This is an optimization exercise on Yosys and OpenROAD, whose aim is small area, a short achievable clock period and few clock cycles, not a production implementation.
RTL that was checked went through simulation tests only; none was proved equivalent to the original.
Power figures rest on the tool's default switching activity, not on a simulated workload.

// fcsu
module fcsu (
    input  wire        clk,
    input  wire        rst,
    input  wire        h_valid,
    output wire        h_ready,
    input  wire        h_write,
    input  wire        h_word,
    input  wire [17:0] h_addr,
    input  wire [31:0] h_wdata,
    output wire        h_done,
    output wire [31:0] h_rdata,
    output reg         in_en,
    output reg         in_we,
    output reg  [3:0]  in_wmask,
    output reg  [11:0] in_addr,
    output reg  [31:0] in_wdata,
    input  wire [31:0] in_rdata,
    output reg         out_en,
    output reg         out_we,
    output reg  [3:0]  out_wmask,
    output reg  [11:0] out_addr,
    output reg  [31:0] out_wdata,
    input  wire [31:0] out_rdata
);
export LEC_CHECK = 0
export CAP_MARGIN = 20
export CORE_MARGIN = 2
export CORE_UTILIZATION = 50
export PLACE_DENSITY = 0.65
export SETUP_SLACK_MARGIN = 4.5
export SLEW_MARGIN = 20
create_clock -name core_clock -period 10.0 [get_ports {clk}]
standard.sh (not shown) runs the stock make flow with config.mk's settings and CLKGATE_MAP_FILE= SYNTH_SCRIPT=/design/flow/synth_recipe.tcl, a recipe that flattens the netlist after the stock synthesis.
==> flow/flow/run.sh <==
#!/bin/bash
# The standard layout (the standard.sh: standard synthesis, floorplan,
# placement, CTS, routing), with two changes to how cells are chosen:
# - the port buffers are plain buf_2 cells instead of the delay buffer
#   buffer_ports picks by default;
# - timing repair may swap a cell for one of another footprint.
# ORFS's own logs stay under orfs/logs; the make output goes to standard.log.
set -euo pipefail
bash standard.sh MATCH_CELL_FOOTPRINT=0 "BUFFER_PORTS_ARGS=-buffer_cell sky130_fd_sc_hd__buf_2" finish > standard.log 2>&1
Testbench counts at the start, summed over its fixed seeds: cycles 126,101.
Next try:
--- a/flow/design.v
+++ b/flow/design.v
@@ -54,19 +54,18 @@
     reg [13:0] out_len;
     reg [3:0]  status;
     reg [15:0] r_hdr;
     reg        r_esc;
     reg [15:0] r_c;        
     reg        m_t;
     reg        m_dec;
     reg        su_armed;
     reg [5:0]  su_width;
-    reg [2:0]  su_bps;     
     reg [13:0] su_off;
     reg [13:0] su_count;
     reg [13:0] su_pos;
     reg [31:0] su_sample;
     reg [13:0] su_p;       
     reg        su_rv;      
     function known_item;
         input [15:0] c;
         begin
@@ -142,26 +141,23 @@
     reg  [13:0] start_count;
     always @(*) begin
         case (start_b)
             2'd1:    start_count = slen_r[13:0];
             2'd2:    start_count = {1'b0, slen_r[13:1]};
             2'd3:    start_count = slen_r[13:0];    
             default: start_count = {2'b0, slen_r[13:2]};
         endcase
     end
+    wire [5:0]  su_wp7  = su_width + 6'd7;
+    wire [2:0]  su_bps  = su_wp7[5:3];
     wire [1:0]  su_o    = su_p[1:0];
-    wire        su_span = (su_bps[2] && su_o != 2'd0) ||
-                          (su_bps == 3'd3 && su_o[1]) ||
-                          (su_bps == 3'd2 && su_o == 2'd3);
-    wire        su_oe4  = (su_bps[2] && su_o == 2'd0) ||
-                          (su_bps == 3'd3 && su_o == 2'd1) ||
-                          (su_bps == 3'd2 && su_o == 2'd2) ||
-                          (su_bps == 3'd1 && su_o == 2'd3);
+    wire [3:0]  su_oe   = {2'b0, su_o} + {1'b0, su_bps};
+    wire        su_span = su_oe[2] && (su_oe[1:0] != 2'd0);    
     wire        su_more = su_armed && (su_pos != su_count);
     wire        nx_slow = su_more && (!su_rv || su_span);
     wire [13:0] su_pn   = su_p + {11'd0, su_bps};
     wire [2:0]  rd_type   = m_t ? r_hdr[15:13] : 3'd0;
     wire [1:0]  rd_kind   = kind_of(rd_type);
     wire [15:0] rd_item   = (rd_type[2] && rd_type[1:0] != 2'd0) ? 16'd0 : r_c;
     wire [15:0] rd_seq    = (rd_type == 3'd5) ? r_c : 16'd0;
     wire [13:0] rd_declen = !m_t ? 14'd0 : r_esc ? 14'd8194 : {1'b0, r_hdr[12:0]};
     wire        rd_off4   = !(r_hdr[15] && r_hdr[14]);
@@ -225,19 +221,19 @@
             3'd3:    slow_op = 1'b1;     
             3'd4:    slow_op = 1'b1;
             3'd5:    slow_op = 1'b1;
             3'd6:    slow_op = start_div;
             3'd7:    slow_op = nx_slow;
             default: slow_op = 1'b0;
         endcase
     end
     wire wr_slow   = h_write && (h_addr[17:16] == 2'd0) && (a_off == 6'h00) && slow_op;
-    wire rd_slow   = !h_write && (!a_fast || (h_addr[17:13] != 5'd0));
+    wire rd_slow   = !h_write && (a_inw || a_outw || !a_fast);
     wire nx_look   = acc && h_write && (a_off == 6'h00) && (opcode == 3'd7);
     wire host_in   = acc && a_inw;
     wire host_sel  = idle && h_addr[16];     
     wire fast_done = acc && !wr_slow && !rd_slow;
     wire real_slow = (op_ctrl && ctrl_ok) || (op_data && data_ok) || op_dec ||
                      (op_next && nx_slow) || (op_strt && start_div);
     wire to_rdb    = acc && (rd_slow || (wr_slow && !real_slow));
     wire nx_step1  = (op_next && su_more && su_rv) || (state == S_NXW && su_rv);
     wire nx_step2  = (state == S_NX2);
@@ -254,19 +250,19 @@
             S_DEC2:  done_c = 1'b1;
             S_NXW:   done_c = su_rv && !su_span;
             S_NX2:   done_c = 1'b1;
             S_DIV:   done_c = div_last;
             default: done_c = 1'b0;
         endcase
     end
     assign h_ready = idle;
     assign h_done  = done_c;
-    assign h_rdata = !rdb ? ((h_addr[12:8] == 5'd0) ? fast_rdata : 32'd0) :
+    assign h_rdata = !rdb ? (a_reg ? fast_rdata : 32'd0) :
                      rrg  ? reg_rdata :
                      {24'd0, rdv ? (mflag ? out_byte : rot[7:0]) : 8'd0};
     wire        eng_k    = enc || state == S_ENC0;
     wire [11:0] eng_base = eng_k ? k : su_p[13:2];
     wire        eng_inc  = enc ? mflag : (!eng_k && su_rv);
     reg  [11:0] eng_addr;
     integer b;
     always @(*) begin
         for (b = 0; b < 12; b = b + 1)
@@ -428,28 +424,27 @@
             end
         end
     end
     wire su_dis = in_wr || len_wr;
     always @(posedge clk) begin
         if (rst || su_dis || op_strt)
             su_armed <= !rst && !su_dis && start_ok;
         if (rst || op_strt) begin
             su_width <= (start_ok && !rst) ? width_r[5:0] : 6'd0;
-            su_bps   <= (start_ok && !rst) ? width_p7[5:3] : 3'd0;
             su_off   <= (start_ok && !rst) ? soff_r[13:0] : 14'd0;
             su_count <= (start_ok && !rst) ? start_count : 14'd0;
         end else if (div)
             su_count <= {su_count[12:0], div_q};
         if (rst || op_strt || nx_fin || div)
             su_pos <= (rst || op_strt || (div && div_last)) ? 14'd0 : su_pos + 14'd1;
         if (op_strt || nx_fin)
             su_p <= op_strt ? soff_r[13:0] : su_pn;
-        if (rst || op_strt || su_fetch || in_en || (nx_fin && su_oe4))
+        if (rst || op_strt || su_fetch || in_en || (nx_fin && su_oe == 4'd4))
             su_rv <= !rst && !op_strt && (su_fetch || su_fetch2r);
     end
     integer i;
     always @(posedge clk) begin
         for (i = 0; i < 4; i = i + 1) begin
             if (rst || op_strt || nx_step1 || (nx_step2 && i + su_o >= 4 && i < su_bps))
                 su_sample[8*i +: 8] <= (!rst && !op_strt && i < su_bps &&
                                         (nx_step2 || i + su_o < 4)) ? rot[8*i +: 8] : 8'd0;
         end
Synthesized cell count stays flat. Worst setup slack loses 0.061 ns. Global-route usage fell by 0.15 points. Sequential cell count fell by 3. Clock power fell by a quarter to a third. Wire length fell slightly. Core utilization fell by 0.35 points. Total power fell by roughly a tenth. Synthesized area fell slightly. Combinational power fell by a little under a tenth. Sequential share of layout area rose by 0.63 points.
No functional check of the RTL was part of the second run of this note.

========
before:
fcsu, a different RTL version from the one above (not shown whole).
Size in the first run: roughly 2400 cells after synthesis, roughly 390 flip-flops, ~250 I/O pins, ~25000 um2 of cells after synthesis.
Settings: LEC_CHECK=0, ABC_CLOCK_PERIOD_IN_PS=2000, CAP_MARGIN=20, CORE_MARGIN=2, CORE_UTILIZATION=40, SETUP_SLACK_MARGIN=4.0, SLEW_MARGIN=20; clock period 10.0 ns.
run.sh (not shown) runs the stock make flow with config.mk's settings and CLKGATE_MAP_FILE= SYNTH_SCRIPT=/design/flow/synth_recipe.tcl, a recipe that flattens the netlist after the stock synthesis.
Stock flow here: none of the scripts above is used.
#### Input delta (after over before)
--- a/flow/design.v
+++ b/flow/design.v
@@ -40,14 +40,15 @@
     localparam [3:0] S_DEC2 = 4'd4;    
     localparam [3:0] S_NXW  = 4'd5;    
     localparam [3:0] S_NX2  = 4'd6;    
     localparam [3:0] S_ENC0 = 4'd7;    
     localparam [3:0] S_DIV  = 4'd8;    
     reg [3:0]  state;
     reg        mflag;      
+    reg        rdv;        
     reg [1:0]  lane;       
     reg [31:0] type_r, item_r, tlen_r, hdr_r, width_r, soff_r, slen_r;
     reg [13:0] in_len;
     reg [13:0] out_len;
     reg [3:0]  status;
     reg [15:0] r_hdr;
     reg        r_esc;
@@ -195,25 +196,38 @@
     wire [11:0] k        = out_len[11:0];
     wire [13:0] k_inc    = out_len + 14'd1;
     wire        enc_last = ({k, mflag, 1'b0} >= in_len);
     wire        div      = (state == S_DIV);
     wire [2:0]  div_t    = {lane, su_count[13]};
     wire        div_q    = (div_t >= 3'd3);
     wire        div_last = (su_pos[3:0] == 4'd13);
-    wire slow_cmd  = (op_ctrl && ctrl_ok) || (op_data && data_ok) || op_dec ||
-                     (op_next && nx_slow) || (op_strt && start_div);
+    reg  slow_op;
+    always @(*) begin
+        case (opcode)
+            3'd3:    slow_op = ctrl_ok;
+            3'd4:    slow_op = data_ok;
+            3'd5:    slow_op = 1'b1;
+            3'd6:    slow_op = start_div;
+            3'd7:    slow_op = nx_slow;
+            default: slow_op = 1'b0;
+        endcase
+    end
+    wire wr_slow   = h_write && (h_addr[17:16] == 2'd0) && (a_off == 6'h00) && slow_op;
+    wire rd_slow   = !h_write && !a_reg;
+    wire nx_look   = acc && h_write && (a_off == 6'h00) && (opcode == 3'd7);
     wire host_in   = acc && a_in;
     wire host_sel  = idle && h_addr[16];     
-    wire host_rdb  = acc && !h_write && (a_in || a_out);
-    wire fast_done = acc && !host_rdb && !slow_cmd;
+    wire fast_done = acc && !wr_slow && !rd_slow;
+    wire to_rdb    = acc && (rd_slow || (wr_slow && !(cmd_ok && slow_op)));
     wire nx_step1  = (op_next && su_more && su_rv) || (state == S_NXW && su_rv);
     wire nx_step2  = (state == S_NX2);
     wire nx_fin    = (nx_step1 && !su_span) || nx_step2;
     wire su_fetch  = su_armed && !su_rv && ((idle && !h_addr[16]) || state == S_NXW);
-    wire su_fetch2 = nx_step1 && su_span;
+    wire su_fetch2 = nx_look && su_more && su_rv && su_span;    
+    wire su_fetch2r = (nx_step1 && su_span);
     reg done_c;
     always @(*) begin
         case (state)
             S_IDLE:  done_c = fast_done;
             S_RDB:   done_c = 1'b1;
             S_ENC:   done_c = enc_last;
             S_DEC2:  done_c = 1'b1;
@@ -221,16 +235,16 @@
             S_NX2:   done_c = 1'b1;
             S_DIV:   done_c = div_last;
             default: done_c = 1'b0;
         endcase
     end
     assign h_ready = idle;
     assign h_done  = done_c;
-    assign h_rdata = rdb ? {24'd0, mflag ? out_byte : rot[7:0]} :
-                     a_reg ? reg_rdata : 32'd0;
+    assign h_rdata = rdb ? {24'd0, rdv ? (mflag ? out_byte : rot[7:0]) : 8'd0} :
+                     reg_rdata;
     reg [11:0] eng_addr;
     always @(*) begin
         if (enc || state == S_ENC0)
             eng_addr = (enc && mflag) ? k_inc[11:0] : k;
         else if (state == S_DEC1)
             eng_addr = 12'd0;
         else if (su_rv)
@@ -272,15 +286,15 @@
     wire        dec_ok   = !dec_empty && !dec_lmis && !dec_trnc && !dec_unk;
     always @(posedge clk) begin
         if (rst) begin
             state <= S_IDLE;
         end else begin
             case (state)
                 S_IDLE: begin
-                    if (host_rdb)                   state <= S_RDB;
+                    if (to_rdb)                     state <= S_RDB;
                     if (op_ctrl && ctrl_ok)         state <= S_ENC;
                     if (op_data && data_ok)         state <= S_ENC0;
                     if (op_dec)                     state <= S_DEC1;
                     if (op_next && su_more)
                         state <= !su_rv ? S_NXW : su_span ? S_NX2 : S_IDLE;
                     if (op_strt && start_div)       state <= S_DIV;
                 end
@@ -292,14 +306,16 @@
                 default: state <= S_IDLE;
             endcase
         end
     end
     always @(posedge clk) begin
         if (acc)
             mflag <= op_data || (!h_write && a_out);
+        if (acc)
+            rdv <= !h_write && (a_in || a_out);
         if (acc || div)
             lane <= acc ? (h_addr[1:0] & {2{!h_write}}) : div_q ? div_t[1:0] - 2'd3 : div_t[1:0];
     end
     always @(posedge clk) begin
         if (rst || (wr_reg && a_off == 6'h02)) type_r  <= wd;
         if (rst || (wr_reg && a_off == 6'h03)) item_r  <= wd;
         if (rst || (wr_reg && a_off == 6'h04)) tlen_r  <= wd;
@@ -394,16 +410,16 @@
             su_count <= (start_ok && !rst) ? start_count : 14'd0;
         end else if (div)
             su_count <= {su_count[12:0], div_q};
         if (rst || op_strt || nx_fin || div)
             su_pos <= (rst || op_strt || (div && div_last)) ? 14'd0 : su_pos + 14'd1;
         if (op_strt || nx_fin)
             su_p <= op_strt ? soff_r[13:0] : su_pn;
-        if (rst || op_strt || su_fetch || su_fetch2 || in_en || (nx_fin && su_oe == 4'd4))
-            su_rv <= !rst && !op_strt && (su_fetch || su_fetch2);
+        if (rst || op_strt || su_fetch || in_en || (nx_fin && su_oe == 4'd4))
+            su_rv <= !rst && !op_strt && (su_fetch || su_fetch2r);
     end
     integer i;
     always @(posedge clk) begin
         for (i = 0; i < 4; i = i + 1) begin
             if (rst || op_strt || nx_step1 || (nx_step2 && i + su_o >= 4 && i < su_bps))
                 su_sample[8*i +: 8] <= (!rst && !op_strt && i < su_bps &&
                                         (nx_step2 || i + su_o < 4)) ? rot[8*i +: 8] : 8'd0;
Findings:
after ended with every stage complete and zero timing, DRC or antenna violations. before has completed all stages; timing, DRC and antenna checks passed. Compared to before, after has internal power contribution about 2% lower. Delta (after minus before): overall power of the completed layout saw a decrease; mean post-synth cell area saw a decrease. In terms of share of the core filled with cells in the final layout, after and before differ only marginally. after vs before — buffer count from post-CTS setup fixing climbed by more than half. As far as xor-xnor portion of the synthesized cell area is concerned, before and after perform about the same.
No run of this note included a check of the RTL's function; only the layout flow was run.

========
## v19
Another version of the RTL of fcsu (not shown whole).
Size in the first run: ~410 flip-flops, about 250 I/O pins, about 0.025 mm2 of cells after synthesis.
Settings: LEC_CHECK=0, CAP_MARGIN=20, CORE_MARGIN=2, CORE_UTILIZATION=50, CTS_BUF_LIST=sky130_fd_sc_hd__clkbuf_8, CTS_CLUSTER_DIAMETER=60, CTS_CLUSTER_SIZE=10, PLACE_DENSITY=0.65, SETUP_SLACK_MARGIN=4.5, SLEW_MARGIN=20; clock period 10.0 ns.
standard.sh (not shown) runs the stock make flow with config.mk's settings and CLKGATE_MAP_FILE= SYNTH_SCRIPT=/design/flow/synth_recipe.tcl, a recipe that flattens the netlist after the stock synthesis.
==> flow/flow/run.sh <==
#!/bin/bash
# The standard layout (the standard.sh: standard synthesis, floorplan,
# placement, CTS, routing), with changes to which cells are chosen only:
# - the port buffers are plain buf_2 cells instead of the delay buffer
#   buffer_ports picks by default;
# - timing repair may swap a cell for one of another footprint;
# - besides the platform's don't-use cells, the slow wide OR / NOR gates
#   (or4 or4b or4bb or3 or3b nor4 nor4b nor4bb) are not used, so that wide address decodes map to
#   NAND / NOR trees.
# ORFS's own logs stay under orfs/logs; the make output goes to standard.log.
set -euo pipefail
PLATFORM_DONT_USE="sky130_fd_sc_hd__probe_p_8 sky130_fd_sc_hd__probec_p_8 sky130_fd_sc_hd__lpflow_bleeder_1 sky130_fd_sc_hd__lpflow_clkbufkapwr_1 sky130_fd_sc_hd__lpflow_clkbufkapwr_16 sky130_fd_sc_hd__lpflow_clkbufkapwr_2 sky130_fd_sc_hd__lpflow_clkbufkapwr_4 sky130_fd_sc_hd__lpflow_clkbufkapwr_8 sky130_fd_sc_hd__lpflow_clkinvkapwr_1 sky130_fd_sc_hd__lpflow_clkinvkapwr_16 sky130_fd_sc_hd__lpflow_clkinvkapwr_2 sky130_fd_sc_hd__lpflow_clkinvkapwr_4 sky130_fd_sc_hd__lpflow_clkinvkapwr_8 sky130_fd_sc_hd__lpflow_decapkapwr_12 sky130_fd_sc_hd__lpflow_decapkapwr_3 sky130_fd_sc_hd__lpflow_decapkapwr_4 sky130_fd_sc_hd__lpflow_decapkapwr_6 sky130_fd_sc_hd__lpflow_decapkapwr_8 sky130_fd_sc_hd__lpflow_inputiso0n_1 sky130_fd_sc_hd__lpflow_inputiso0p_1 sky130_fd_sc_hd__lpflow_inputiso1n_1 sky130_fd_sc_hd__lpflow_inputiso1p_1 sky130_fd_sc_hd__lpflow_inputisolatch_1 sky130_fd_sc_hd__lpflow_isobufsrc_1 sky130_fd_sc_hd__lpflow_isobufsrc_16 sky130_fd_sc_hd__lpflow_isobufsrc_2 sky130_fd_sc_hd__lpflow_isobufsrc_4 sky130_fd_sc_hd__lpflow_isobufsrc_8 sky130_fd_sc_hd__lpflow_isobufsrckapwr_16 sky130_fd_sc_hd__lpflow_lsbuf_lh_hl_isowell_tap_1 sky130_fd_sc_hd__lpflow_lsbuf_lh_hl_isowell_tap_2 sky130_fd_sc_hd__lpflow_lsbuf_lh_hl_isowell_tap_4 sky130_fd_sc_hd__lpflow_lsbuf_lh_isowell_4 sky130_fd_sc_hd__lpflow_lsbuf_lh_isowell_tap_1 sky130_fd_sc_hd__lpflow_lsbuf_lh_isowell_tap_2 sky130_fd_sc_hd__lpflow_lsbuf_lh_isowell_tap_4 "
EXTRA_DONT_USE=" sky130_fd_sc_hd__or4_1 sky130_fd_sc_hd__or4_2 sky130_fd_sc_hd__or4_4 sky130_fd_sc_hd__or4b_1 sky130_fd_sc_hd__or4b_2 sky130_fd_sc_hd__or4b_4 sky130_fd_sc_hd__or4bb_1 sky130_fd_sc_hd__or4bb_2 sky130_fd_sc_hd__or4bb_4 sky130_fd_sc_hd__or3_1 sky130_fd_sc_hd__or3_2 sky130_fd_sc_hd__or3_4 sky130_fd_sc_hd__or3b_1 sky130_fd_sc_hd__or3b_2 sky130_fd_sc_hd__or3b_4 sky130_fd_sc_hd__nor4_1 sky130_fd_sc_hd__nor4_2 sky130_fd_sc_hd__nor4_4 sky130_fd_sc_hd__nor4b_1 sky130_fd_sc_hd__nor4b_2 sky130_fd_sc_hd__nor4b_4 sky130_fd_sc_hd__nor4bb_1 sky130_fd_sc_hd__nor4bb_2 sky130_fd_sc_hd__nor4bb_4"
bash standard.sh MATCH_CELL_FOOTPRINT=0 "BUFFER_PORTS_ARGS=-buffer_cell sky130_fd_sc_hd__buf_2" \
    "DONT_USE_CELLS=$PLATFORM_DONT_USE $EXTRA_DONT_USE" finish > standard.log 2>&1
The inputs of v26 differ from those of v19 as listed below.
--- a/flow/design.v
+++ b/flow/design.v
@@ -85,17 +85,18 @@
     endfunction
     wire        idle    = (state == S_IDLE);
     wire        acc     = h_valid && idle;
     wire        a_reg   = (h_addr[17:8] == 10'd0);
     wire        a_in    = (h_addr[17:14] == 4'b0100) && (h_addr[13:0] < 14'd8196);
     wire        a_out   = (h_addr[17:14] == 4'b1000) && (h_addr[13:0] < 14'd8194);
     wire        a_inw   = (h_addr[17:14] == 4'b0100);
     wire        a_outw  = (h_addr[17:14] == 4'b1000);
-    wire        a_fast  = (a_off == 6'h01) || (a_off == 6'h18);
+    wire        a_fast  = (a_off == 6'h01) || (a_off == 6'h0A) || (a_off == 6'h11) ||
+                          (a_off == 6'h13) || (a_off == 6'h16) || (a_off == 6'h18);
     wire [5:0]  a_off   = h_addr[7:2];
     wire        legal   = (h_wdata[31:3] == 29'd0);
     wire [2:0]  opcode  = h_wdata[2:0];
     wire        wr_reg  = acc && h_write && a_reg;
     wire        cmd_go  = wr_reg && (a_off == 6'h00);
     wire        cmd_ok  = cmd_go && legal;
     wire        op_pack = cmd_ok && (opcode == 3'd1);
     wire        op_unp  = cmd_ok && (opcode == 3'd2);
@@ -171,36 +172,39 @@
             6'h02: reg_rdata = type_r;
             6'h03: reg_rdata = item_r;
             6'h04: reg_rdata = tlen_r;
             6'h05: reg_rdata = hdr_r;
             6'h06: reg_rdata = width_r;
             6'h07: reg_rdata = soff_r;
             6'h08: reg_rdata = slen_r;
             6'h09: reg_rdata = {18'd0, in_len};
-            6'h0A: reg_rdata = {18'd0, out_len};
             6'h0B: reg_rdata = {30'd0, rd_kind};
             6'h0C: reg_rdata = {29'd0, rd_type};
             6'h0D: reg_rdata = {16'd0, rd_item};
             6'h0E: reg_rdata = {16'd0, rd_seq};
             6'h0F: reg_rdata = {29'd0, rd_boff};
             6'h10: reg_rdata = {18'd0, rd_blen};
-            6'h11: reg_rdata = {16'd0, r_hdr};
             6'h12: reg_rdata = {18'd0, rd_declen};
-            6'h13: reg_rdata = {31'd0, r_esc};
             6'h14: reg_rdata = {10'd0, su_width, 5'd0, su_bps, 7'd0, su_armed};
             6'h15: reg_rdata = {18'd0, su_off};
-            6'h16: reg_rdata = {18'd0, su_count};
             6'h17: reg_rdata = {18'd0, su_pos};
             6'h19: reg_rdata = 32'h4643_5301;
             6'h1A: reg_rdata = 32'd8196;
             default: reg_rdata = 32'd0;
         endcase
     end
-    wire [31:0] fast_rdata = a_off[0] ? {28'd0, status} : su_sample;
+    wire [63:0] fd = 64'd1 << a_off;
+    wire [31:0] fast_rdata =
+        ({32{fd[1]}}  & {28'd0, status}) |
+        ({32{fd[10]}} & {18'd0, out_len}) |
+        ({32{fd[17]}} & {16'd0, r_hdr}) |
+        ({32{fd[19]}} & {31'd0, r_esc}) |
+        ({32{fd[22]}} & {18'd0, su_count}) |
+        ({32{fd[24]}} & su_sample);
     wire        rdb      = (state == S_RDB);
     wire [1:0]  rsel     = rdb ? lane : su_o;
     wire [63:0] rot2     = {in_rdata, in_rdata} >> {rsel, 3'b000};
     wire [31:0] rot      = rot2[31:0];
     wire [7:0]  out_byte = out_rdata[8*lane +: 8];
     wire        enc      = (state == S_ENC);
     wire [11:0] k        = out_len[11:0];
     wire [13:0] k_inc    = out_len + 14'd1;
==> run summary <==
Taking v19 as the reference, in v26 power share of the combinational group climbed 3.0 points; flip-flop and latch area barely changed; worst path setup slack after routing climbed 34 ps; area of the core region barely changed.
met2 demand-to-capacity share in global routing sits higher in v26 than in v19.
Diff v19 -> v26: via count of the first global-routing pass went up 893; global-route usage went up 3.4 points; clock buffer count from CTS went up 8.0%; final wirelength went up about 7%.
In the metrics for v19 and v26, the one carrying the lower met2 wirelength from detailed routing is v19.
No run among v19 and v26 stopped early or left any final violation; all are clean.
Looking at fraction of final layout cells sized beyond drive strength 1, v26 sits 0.40 points above v19.
v26 against v19: post-CTS setup-driven buffer insertion count lost 20%, final design area excluding fillers neither gained nor lost much.
Testbench counts of v26, summed over its fixed seeds: cycles 126,997.
Function not checked in v19: the RTL went through the layout flow alone.

## what the ideal ports hide
In the flow no input, the clock included, has a driving cell. The finished layouts below were timed again as built, in two steps. Step 1 (the two cells are an assumption about what drives the block):
set clk [get_ports {clk}]
set_driving_cell -lib_cell sky130_fd_sc_hd__clkbuf_16 $clk
set_driving_cell -lib_cell sky130_fd_sc_hd__buf_2 [delete_from_list [all_inputs] $clk]
Step 2 also shifts input and output timing later by t, the mid clock arrival at the registers, as if the neighbouring blocks saw the same clock. Slacks: no drivers / after step 1 / after step 2; pairs: no drivers / after step 1.
run	t, ns	setup WS [ns]	worst setup path after step 2	clock arrival spread, ns	worst register clock-pin slew, ns
the first run of note 1	0.671	4.185 / 4.136 / 4.136	input to output	0.039 / 0.038	0.07 / 0.07
the second run of note 1	0.665	4.124 / 4.094 / 4.094	input to output	0.035 / 0.035	0.07 / 0.07
before	0.656	3.777 / 3.722 / 3.660	input to register	0.063 / 0.063	0.07 / 0.07
after	0.658	3.774 / 3.716 / 3.507	input to register	0.029 / 0.030	0.07 / 0.07
v19	0.746	4.357 / 4.301 / 3.887	input to register	0.026 / 0.025	0.09 / 0.09
v26	0.758	4.390 / 4.329 / 4.102	input to register	0.062 / 0.062	0.09 / 0.09
After both steps setup and hold are still met in every run listed. For v19, which loses most, drivers alone change the setup slack by -0.056 ns; drivers and shift together by -0.470 ns.
